Context: an optimization exercise on an open-source flow, tuned for small area. The choices shown serve that exercise and are no tape-out recipe. At most, simulation tests tie the RTL to the original design; equivalence was not proved. No activity file was given, so power comes from the tool's default toggle rates.

// wmr928_fsc
module wmr928_fsc (
    input  wire         clk,
    input  wire         rst,           
    input  wire         in_valid,
    input  wire [7:0]   in_data,
    input  wire [1:0]   in_fail,       
    output wire         in_ready,
    output wire [2:0]   o_state,
    output wire [1:0]   o_err,
    output wire [7:0]   o_dev,
    output wire [3:0]   o_len,
    output wire [3:0]   o_cnt,
    output wire [7:0]   o_acc,
    output wire [103:0] o_fb,          
    output wire         o_sync,
    output wire         o_frame_ok,
    output wire         o_cksum_fail,
    output wire         o_nop,
    output wire         o_unk_skip,
    output wire         o_fatal,
    output wire         o_low_batt,
    output wire [10:0]  o_wind_dir,
    output wire [14:0]  o_wind_gust_c,
    output wire         o_rain_rate_over,
    output wire         o_rain_total_over,
    output wire         o_rain_yest_over,
    output wire [7:0]   o_minute,
    input  wire [7:0]   bcd_in,
    output wire [7:0]   bcd_out
);
Size in the first run: roughly 410 cells after synthesis, ~130 flip-flops, roughly 0.0064 mm² of cells after synthesis.
==> flow/config.mk <==
export PLATFORM = sky130hd
export DESIGN_NAME = wmr928_fsc
export DESIGN_NICKNAME = wmr928_fsc
export VERILOG_FILES = /design/flow/design.v
export SDC_FILE = /design/flow/constraint.sdc
export NUM_CORES = 4
export LEC_CHECK = 0
export CAP_MARGIN = 20
export CORE_MARGIN = 2
export CORE_UTILIZATION = 40
export SLEW_MARGIN = 20
export SYNTH_HIERARCHICAL = 1
==> flow/constraint.sdc <==
create_clock -name core_clock -period 7.0 [get_ports {clk}]
set_input_delay 1.4000 -clock core_clock [delete_from_list [all_inputs] [get_ports {clk}]]
set_output_delay 1.4000 -clock core_clock [all_outputs]
set_load 0.01 [all_outputs]
standard.sh (not shown) runs the stock make flow with config.mk's settings and CLKGATE_MAP_FILE= SYNTH_SCRIPT=/design/flow/synth_recipe.tcl, a recipe that flattens the netlist after the stock synthesis.
==> flow/flow/run.sh <==
#!/bin/bash
# Standard ORFS layout with the smallest buffer cell on the ports and a
# clock tree of clkbuf_4 cells without dummy loads.
set -euo pipefail
bash standard.sh "BUFFER_PORTS_ARGS=-buffer_cell sky130_fd_sc_hd__buf_1" \
  "CTS_ARGS=-repair_clock_nets -dont_use_dummy_load -buf_list sky130_fd_sc_hd__clkbuf_4" \
  "RECOVER_POWER=100" \
  finish > standard.log 2>&1
==> next run, changes <==
--- a/flow/design.v
+++ b/flow/design.v
@@ -32,24 +32,23 @@
     localparam [1:0] ST_MARK1 = 2'd1;
     localparam [1:0] ST_CODE  = 2'd2;
     localparam [1:0] ST_DATA  = 2'd3;
     reg [1:0] st;
     reg [1:0] err;
     reg [7:0] dev;
     reg [3:1] len;
     reg [3:0] cnt;
     reg [7:0] acc;
     reg [7:0] fb [0:12];
     wire halted = err[1] | err[0];
-    wire fatal = halted && (st == 2'd0);
-    assign in_ready = !rst && !fatal;
+    assign in_ready = !rst && !halted;
     wire is_fail   = in_fail[1] | in_fail[0];
     wire take_fail = !halted && is_fail;
     wire take_byte = !halted && !is_fail && in_valid;
     wire       hi_zero  = (in_data[7:4] == 4'd0);
     wire [3:0] c        = in_data[3:0];
     wire       code_ok  = hi_zero && (c[3] ? (c[2] & c[1]) : !(c[2] & c[1] & c[0]));
     reg  [3:1] code_len;             
     always @(*) begin
         case (c)
             4'd0:    code_len = 3'b100;   
             4'd1:    code_len = 3'b110;   
@@ -113,33 +112,40 @@
                         end
                     end
                     ST_DATA:  if (last_byte) st <= ST_HUNT;
                 endcase
             end
         end
     end
     assign o_frame_ok   = strobe[1] & strobe[0];
     assign o_cksum_fail = strobe[1] & !strobe[0];
     assign o_sync       = !strobe[1] & strobe[0] & st[1];
     assign o_nop        = !strobe[1] & strobe[0] & !st[1];
-    always @(posedge clk) begin
-        if (!rst && tb_data)
-            fb[cnt] <= in_data;
-    end
+    wire fb_we = !rst && tb_data;
+    genvar wi;
+    generate
+        for (wi = 0; wi < 13; wi = wi + 1) begin : g_fbw
+            wire sel = (wi == 12) ? (cnt[3] & cnt[2]) : (cnt == wi);
+            always @(posedge clk) begin
+                if (fb_we && sel)
+                    fb[wi] <= in_data;
+            end
+        end
+    endgenerate
     assign o_state    = {halted, st};
     assign o_err      = err;
     assign o_dev      = dev;
     assign o_len      = {len, len[3] & (len[2] | len[1])};
     assign o_cnt      = cnt;
     assign o_acc      = acc;
-    assign o_fatal    = fatal;
+    assign o_fatal    = halted;
     assign o_unk_skip = 1'b0;     
     genvar gi;
     generate
         for (gi = 0; gi < 13; gi = gi + 1) begin : g_fb
             assign o_fb[8*gi +: 8] = fb[gi];
         end
     endgenerate
     wire [7:0] fb0 = fb[0];
     wire [7:0] fb1 = fb[1];
     wire [7:0] fb2 = fb[2];
     wire [7:0] fb3 = fb[3];
Effect: The changed run finished with timing, DRC and antenna clean; routed wire length stays flat; total power went down slightly; cell count hardly moves; first-iteration DRC count shrinks slightly; clock-buffer cell count is unchanged; sequential power shrinks slightly.
The RTL of the second run of this note was laid out without a check of its function.

[port drivers added, routing unchanged]
The results above use ideal ports. As a check the final layouts listed here were re-extracted and re-timed, cells and wires unchanged.
Step 1: set_driving_cell puts a clkbuf_16 on clk and a buf_2 on each other input, an assumption about the parent block.
Step 2 moves the port delays by t, midway between the first and last clock arrival at a register: inputs arrive t later, outputs are due t later. That takes back most of the time a late clock gives input paths.
Three values: no drivers, after step 1, after step 2; two values: the first two.
run | t, ns | setup slack, ns | latest minus earliest clock arrival (ns)
the first run | 0.542 | 0.988 / 0.957 / 1.240 | 0.029 / 0.029
the second run | 0.509 | 0.988 / 0.956 / 0.950 | 0.044 / 0.044
After both steps setup and hold are still met in every run listed. The setup slack of the second run, which loses most, moves by -0.032 ns with the drivers and by -0.038 ns with both steps.
